Background: an optimization exercise with open tools, aiming at small area, a short achievable clock period and few clock cycles. Do not read the settings as production practice. Only simulation tests tie the RTL to the original design; equivalence was not proved.

[design/flow/run.sh]
#!/bin/bash
# synth_recipe.tcl (not shown) runs the flow's synth.tcl, then flattens the netlist and writes it again
# the make line also repeats each setting of config.mk as NAME=value (left out here)
make -C /OpenROAD-flow-scripts/flow DESIGN_CONFIG=/design/flow/config.mk WORK_HOME=/design/flow/orfs CLKGATE_MAP_FILE= SYNTH_SCRIPT=/design/flow/synth_recipe.tcl finish
[design/flow/config.mk]
export PLATFORM = sky130hd
export DESIGN_NAME = bxc_acc
export DESIGN_NICKNAME = bxc_acc
export VERILOG_FILES = /design/flow/design.v
export SDC_FILE = /design/flow/constraint.sdc
export NUM_CORES = 4
export LEC_CHECK = 0
export CAP_MARGIN = 20
export CORE_MARGIN = 2
export CORE_UTILIZATION = 40
export PLACE_DENSITY = 0.6
export SLEW_MARGIN = 20
[design/flow/constraint.sdc]
create_clock -name core_clock -period 36.0 [get_ports {clk}]
set_input_delay 7.2000 -clock core_clock [delete_from_list [all_inputs] [get_ports {clk}]]
set_output_delay 7.2000 -clock core_clock [all_outputs]
set_load 0.01 [all_outputs]
[design/flow/design.v]
module bxc_acc #(
    parameter DIGIT_CAP = 64
) (
    input  wire        clk,
    input  wire        rst,           
    input  wire        start,
    input  wire        cfg_b58,       
    input  wire        cfg_decode,    
    input  wire [8:0]  cfg_radix,     
    input  wire        in_valid,
    input  wire [8:0]  in_data,
    output wire        in_ready,
    output wire        out_valid,
    output wire [9:0]  out_data,
    input  wire        out_ready,
    output wire        busy,
    output reg  [2:0]  err_code,
    output reg  [31:0] err_pos
);
    localparam AW = $clog2(DIGIT_CAP + 1);
    localparam [2:0] S_IDLE  = 3'd0,
                     S_WAIT  = 3'd1,    
                     S_STEP  = 3'd2,    
                     S_EMIT  = 3'd3,    
                     S_END   = 3'd4,    
                     S_FLUSH = 3'd5,    
                     S_DRAIN = 3'd6;    
    localparam [2:0] E_NONE     = 3'd0,
                     E_INVALID  = 3'd1,
                     E_CAPACITY = 3'd5,
                     E_BADCFG   = 3'd7;
    function [7:0] rom58;
        input [5:0] v;
        begin
            if (v < 6'd9)       rom58 = 8'h31 + {2'b00, v};
            else if (v < 6'd17) rom58 = 8'h41 + {2'b00, v} - 8'd9;
            else if (v < 6'd22) rom58 = 8'h4A + {2'b00, v} - 8'd17;
            else if (v < 6'd33) rom58 = 8'h50 + {2'b00, v} - 8'd22;
            else if (v < 6'd44) rom58 = 8'h61 + {2'b00, v} - 8'd33;
            else                rom58 = 8'h6D + {2'b00, v} - 8'd44;
        end
    endfunction
    function [6:0] tab58;
        input [7:0] c;
        begin
            if (c >= 8'h31 && c <= 8'h39)      tab58 = {1'b1, c[5:0] - 6'h31};
            else if (c >= 8'h41 && c <= 8'h48) tab58 = {1'b1, 6'd9  + (c[5:0] - 6'h01)};
            else if (c >= 8'h4A && c <= 8'h4E) tab58 = {1'b1, 6'd17 + (c[5:0] - 6'h0A)};
            else if (c >= 8'h50 && c <= 8'h5A) tab58 = {1'b1, 6'd22 + (c[5:0] - 6'h10)};
            else if (c >= 8'h61 && c <= 8'h6B) tab58 = {1'b1, 6'd33 + (c[5:0] - 6'h21)};
            else if (c >= 8'h6D && c <= 8'h7A) tab58 = {1'b1, 6'd44 + (c[5:0] - 6'h2D)};
            else                               tab58 = 7'd0;
        end
    endfunction
    reg  [2:0]    state;
    reg  [8:0]    lr;           
    reg           ldec;         
    reg           lb58;         
    reg  [7:0]    d [0:DIGIT_CAP-1];
    reg  [AW-1:0] len;          
    reg  [AW-1:0] idx;
    reg  [7:0]    carry;
    reg  [31:0]   incnt;
    assign busy      = (state != S_IDLE);
    assign in_ready  = (state == S_WAIT) || (state == S_DRAIN);
    assign out_valid = (state == S_EMIT) || (state == S_END) || (state == S_FLUSH);
    wire [7:0] emit_cell = d[idx];
    wire [7:0] emit_char = (lb58 && !ldec) ? rom58(emit_cell[5:0]) : emit_cell;
    assign out_data = (state == S_EMIT)  ? {2'b00, emit_char} :
                      (state == S_END)   ? 10'h100 :
                      (state == S_FLUSH) ? 10'h300 : 10'h000;
    wire       in_eos   = in_data[8];
    wire [7:0] in_byte  = in_data[7:0];
    wire [6:0] in_tab58 = tab58(in_byte);
    wire       in_bad   = ldec && (lb58 ? !in_tab58[6] : ({1'b0, in_byte} >= lr));
    wire [7:0] in_value = (ldec && lb58) ? {2'b00, in_tab58[5:0]} : in_byte;
    wire        in_range  = (idx < len);
    wire [7:0]  cur_cell      = in_range ? d[idx] : 8'd0;
    wire [15:0] enc_sum   = {cur_cell, 8'd0} + {8'd0, carry};
    wire [15:0] enc_q     = enc_sum / {7'd0, lr};
    wire [15:0] enc_r     = enc_sum - enc_q[7:0] * lr;
    wire [16:0] dec_sum   = cur_cell * lr + {9'd0, carry};
    wire [7:0]  new_cell  = ldec ? dec_sum[7:0]  : enc_r[7:0];
    wire [7:0]  new_carry = ldec ? dec_sum[15:8] : enc_q[7:0];
    wire [AW-1:0] new_len = in_range ? len : len + 1'b1;
    wire [AW-1:0] nxt_idx = idx + 1'b1;
    wire        more      = (new_carry != 8'd0) || (nxt_idx < new_len);
    wire        full      = !in_range && (len == DIGIT_CAP);
    wire cfg_ok = cfg_b58 || (cfg_radix >= 9'd2 && cfg_radix <= 9'd256);
    always @(posedge clk) begin
        if (rst) begin
            state    <= S_IDLE;
            err_code <= E_NONE;
            err_pos  <= 32'd0;
            len      <= {AW{1'b0}};
            idx      <= {AW{1'b0}};
            carry    <= 8'd0;
            incnt    <= 32'd0;
            lr       <= 9'd58;
            ldec     <= 1'b0;
            lb58     <= 1'b1;
        end else begin
            case (state)
                S_IDLE: begin
                    if (start) begin
                        err_pos <= 32'd0;
                        if (cfg_ok) begin
                            err_code <= E_NONE;
                            lr       <= cfg_b58 ? 9'd58 : cfg_radix;
                            ldec     <= cfg_decode;
                            lb58     <= cfg_b58;
                            len      <= {AW{1'b0}};
                            incnt    <= 32'd0;
                                            state    <= S_WAIT;
                        end else begin
                            err_code <= E_BADCFG;
                        end
                    end
                end
                S_WAIT: begin
                    if (in_valid) begin
                        if (in_eos) begin
                            if (len == 0) begin
                                state <= S_END;
                            end else begin
                                idx   <= len - 1'b1;
                                state <= S_EMIT;
                            end
                        end else begin
                            incnt <= incnt + 32'd1;
                            if (in_bad) begin
                                err_code <= E_INVALID;
                                err_pos  <= incnt;
                                state    <= S_FLUSH;
                            end else if (in_value != 8'd0 || len != 0) begin
                                carry <= in_value;
                                idx   <= {AW{1'b0}};
                                state <= S_STEP;
                            end
                        end
                    end
                end
                S_STEP: begin
                    if (full) begin
                        err_code <= E_CAPACITY;
                        err_pos  <= incnt - 32'd1;
                        state    <= S_FLUSH;
                    end else begin
                        d[idx] <= new_cell;
                        carry  <= new_carry;
                        len    <= new_len;
                        idx    <= nxt_idx;
                        if (!more)
                            state <= S_WAIT;
                    end
                end
                S_EMIT: begin
                    if (out_ready) begin
                        if (idx == 0)
                            state <= S_END;
                        else
                            idx <= idx - 1'b1;
                    end
                end
                S_END: begin
                    if (out_ready)
                        state <= S_IDLE;
                end
                S_FLUSH: begin
                    if (out_ready)
                        state <= S_DRAIN;    
                end
                S_DRAIN: begin
                    if (in_valid && in_eos)
                        state <= S_IDLE;
                end
                default: state <= S_IDLE;
            endcase
        end
    end
endmodule
==> flow_summary_export.csv <==
group,metric,value,unit
route,route.detailed.drc,0,
yosys,synth_top_area_share,41.5,%
placement,gp_routability_congestion,0.893,
yosys,synthesized_area_divided_by_synthesized_cell_count,11.2,sq um
yosys,synth_seq_cells,621,
clock_network,clock_tree.buffer_depth,3,
final_layout,area_delta_synth_final,16.5,%
sta,layout_worst_path_cycle_share,95.2,%
final_layout,drive_gt1_share,16.7,%
sta,drv_slew,0,
sta,timing.final.ws_setup,1.74,ns
yosys,mappedNetlistArea,0.0370,sq mm
die,top_level_ports,73,
yosys,synth_flop_cell,"edfxtp_1",
setup_path,reg2reg_depth,170,
route,drt-initial-drc-count,2485,
clock_network,cts_num_sinks,621,
setup_path,rr_endpoint,"d[9][7]$_DFFE_PP_",
setup_path,crit_type,"register to register",
sta,timing.hold.ws,0.467,ns
final_layout,n_antenna_cell,0,
setup_path,cp-start-kind,"register",
clock_network,numCtsBuffers,66,
hold_path,worstHoldPathType,"register to register",
route,routed_wire_length_per_instance,22.2,microns
die,fp.dieH,308,microns
die,floorplan.core_area,0.0917,sq mm
hold_path,hold_start,"err_code[0]$_SDFFE_PP0P_",
route,drt_pre_antenna_iters,6,
yosys,synth_top_cell_by_area,"edfxtp_1",
yosys,synth_seq_area_share,47.4,%
yosys,synthesis.instances,3314,
clock_network,clkSlewWorstSetupHoldPaths,0.06,ns
yosys,syn-num-nets,3616,
sta,timing.final.hold_violations,0,
setup_path,worstPathBufferInverterCount,8,
clock_network,cts_root_buf,"clkbuf_16",
clock_network,clock_latency,0.63,ns
final_layout,filler_cell_count,8345,
placement,port_buffers,72,
die,row_count,111,
die,floorplan.die_area,0.0950,sq mm
sta,peak_freq,29.2,MHz
placement,pre_cts_slack,-0.888,ns
yosys,synth_top_cells_by_area,"edfxtp_1 (42%), ha_1 (7.2%), dfxtp_1 (5.9%), mux4_2 (5.6%), fa_1 (3.5%)",
final_layout,final_cell_count_no_fill,4758,
run_status,outcome,"timing/DRC/antenna clean",
sta,worst_slew_pin_slew,1.11,ns
setup_path,cp-end-kind,"register",
clock_network,cts_tree,"yes",
grt,grt_util_all_layers,21.8,%
setup_path,most_numerous_cell_on_the_critical_path,"o21a_1",
final_layout,post-route-util,47.1,%
grt,first_global_vias,26400,
sta,finalCriticalPeriod,34.26,ns
job,max_cap_violations,0,
sta,setup_total_negative_slack,0,ns
yosys,yosys_warnings,1,
grt,antenna_found_initial,0,
sta,clock_skew,0.0365,ns
hold_path,hold-path-endpoint,"err_code[0]$_SDFFE_PP0P_",
setup_path,crit_required,36.47,ns
hold_path,whs_path_depth,2,
grt,overflow,0,
setup_path,reg2reg_slack,1.74,ns
grt,grt_pass1_wl,160,mm
setup_path,critPathSlowestCell,"or4_4",
sta,slew_headroom,25.5,%
setup_path,cp.arrival,34.73,ns
grt,grt_start_max_net_pins,68,
placement,hpwlAfterDp,72.5,mm
route,finalWirelength,106,mm
setup_path,critical_path.top_delay_family,"compound AO/OA/AOI/OAI gates",
route,post_drt_via_cell_ratio,5.73,
setup_path,critical-path-max-stage-delay,0.55,ns
route,postRouteAntennaNets,0,
setup_path,critPathMaxFanout,27,
placement,placed_cells,4559,
yosys,synth_cell_type_count,101,
yosys,number_of_enable_type_register_cells_in_the_synthesized_netlist,512,
final_layout,nets,3822,
clock_network,number_of_h_tree_levels,3,
sta,finalSetupViolCount,0,
yosys,synth_async_sr_flop_share,0,%
die,die_x,308,microns
die,initial_core_utilization,40.4,%
route,num_vias,27300,
## Yosys cell counts, drive strengths merged (10+ instances only)
master  instances
or3            30
a211oi         49
o31ai          27
and3           22
a22oi          48
edfxtp        512
a21boi         10
nor2          331
buf            63
nand2b         33
nor2b          27
clkbuf        106
ha            212
xor2           38
nor3          127
o22ai          12
xnor2          72
a21oi         167
or4            10
or2            16
o211ai         19
a221oi         10
a31oi          15
and2           21
nor4           15
mux2i         114
nand3          71
nand4          24
o21ai         150
mux2           26
inv           171
fa             65
mux4           95
nand2         287
dfxtp         109
o21a           58
a21o           33
## metal layers
metal	global-route usage, %	vias to the layer above	wire [microns]
li1	-	12700	-
met1	29.6	13500	45700
met2	36.5	878	50900
met3	3.02	163	6440
met4	6.30	0	2790
met5	0	-	0
## kinds of logic (layout without fill, tap and decap cells)
| family | after synthesis | after routing | share of synthesized area [%] |
|---|---|---|---|
| flops | 621 | 621 | 47.4 |
| mux | 235 | 235 | 9.68 |
| fa+ha+maj | 277 | 277 | 10.7 |
| simple gates | 1044 | 1044 | 13.2 |
| compound gates | 683 | 683 | 12.3 |
| xor+xnor | 111 | 111 | 2.66 |
| buf+inv | 343 | 601 | 4.10 |
## flip-flops by register name, indices dropped and copies added (netlist names), named ones only
name      count
d           512
err_pos      32
lb58          1
idx           7
carry         8
incnt        32
lr            9
state         3
err_code      3
ldec          1
len           7
## tightest hold or removal path, delay by kind of cell, from the launching register on
| kind | cells | cell delay (ns) |
|---|---|---|
| DFF | 1 | 0.32 |
| and+or+nand+nor | 2 | 0.11 |
## final cells by class
type	count	area, sq um	area share (%)
clock inverter	37	353	0.818
sequential	621	17600	40.7
multi-input combinational	2350	18500	43.0
timing repair buffer	307	2820	6.53
clock buffer	83	1740	4.02
inverter	174	653	1.51
tap	1186	1480	3.44
## per-stage QoR
stage	instance area, sq um
global placement	39800
floorplan	37100
global route	43200
finish	43200
CTS	42100
detailed placement	39800
## cells in the final DEF, fill, tap and decap left out, types with 12 or more instances in the layout
master	count
a211oi_1	44
a21o_1	33
a21oi_1	146
a21oi_2	13
a22oi_1	45
a31oi_1	14
and2_1	19
and3_1	20
buf_4	209
clkbuf_1	15
clkbuf_16	72
clkdlybuf4s50_1	71
clkinv_2	14
dfxtp_1	105
edfxtp_1	512
fa_1	65
ha_1	205
inv_1	169
mux2_2	26
mux2i_1	107
mux4_2	92
nand2_1	281
nand2b_1	32
nand3_1	68
nand4_1	24
nor2_1	319
nor2b_1	24
nor3_1	125
o211ai_1	19
o21a_1	55
o21ai_0	128
o21ai_1	12
o22ai_1	12
o31ai_1	20
or2_2	15
or3_1	28
xnor2_1	72
xor2_1	38
## worst max-delay path by stage
stage,start,to,slack (ns),cells after the start
after detailed placement,register,d[61][7]$_DFFE_PP_,-0.89,166
after global placement,register,d[62][7]$_DFFE_PP_,-0.17,167
final,register,d[9][7]$_DFFE_PP_,1.74,170
after floorplan,register,d[0][7]$_DFFE_PP_,0.01,186
after global routing,register,d[37][7]$_DFFE_PP_,-0.24,170
after CTS,register,d[3][7]$_DFFE_PP_,0.004,168
## timing repair
| action | 4_1_cts | 5_1_grt |
|---|---|---|
| endpoints found under the setup margin | 64 | 512 |
| pin swaps | 4 | 55 |
| buffers inserted | 7 | 63 |
| hold buffers | 0 | 0 |
| gates resized for setup | 24 | 90 |
| cloned | 1 | 8 |
Testbench counts, summed over its fixed seeds: cycles 126,326.

separate check: timing with driven ports:
Ports are ideal in the flow. The routed layout listed here was re-timed in OpenROAD.
Step 1 assumes that a clkbuf_16 drives the clock port and a buf_2 every other input.
Step 2 adds t to the input delays and takes it off the output delays; t is the mean of the earliest and latest rising clock arrival at the registers after step 1. Input paths then give back, and output paths get back, about the clock's delay inside the block.
Three values: no drivers, after step 1, after step 2; two values: the first two.
t, ns: 0.674
slack for setup (ns): 1.738 / 1.738 / 1.738
worst slew at a driven data input, ns: 0.07
pins driven straight from the clock port: 1
After both steps this run still meets setup and hold. The setup slack of this run moves by 0.000 ns with the drivers and by 0.000 ns with both steps.
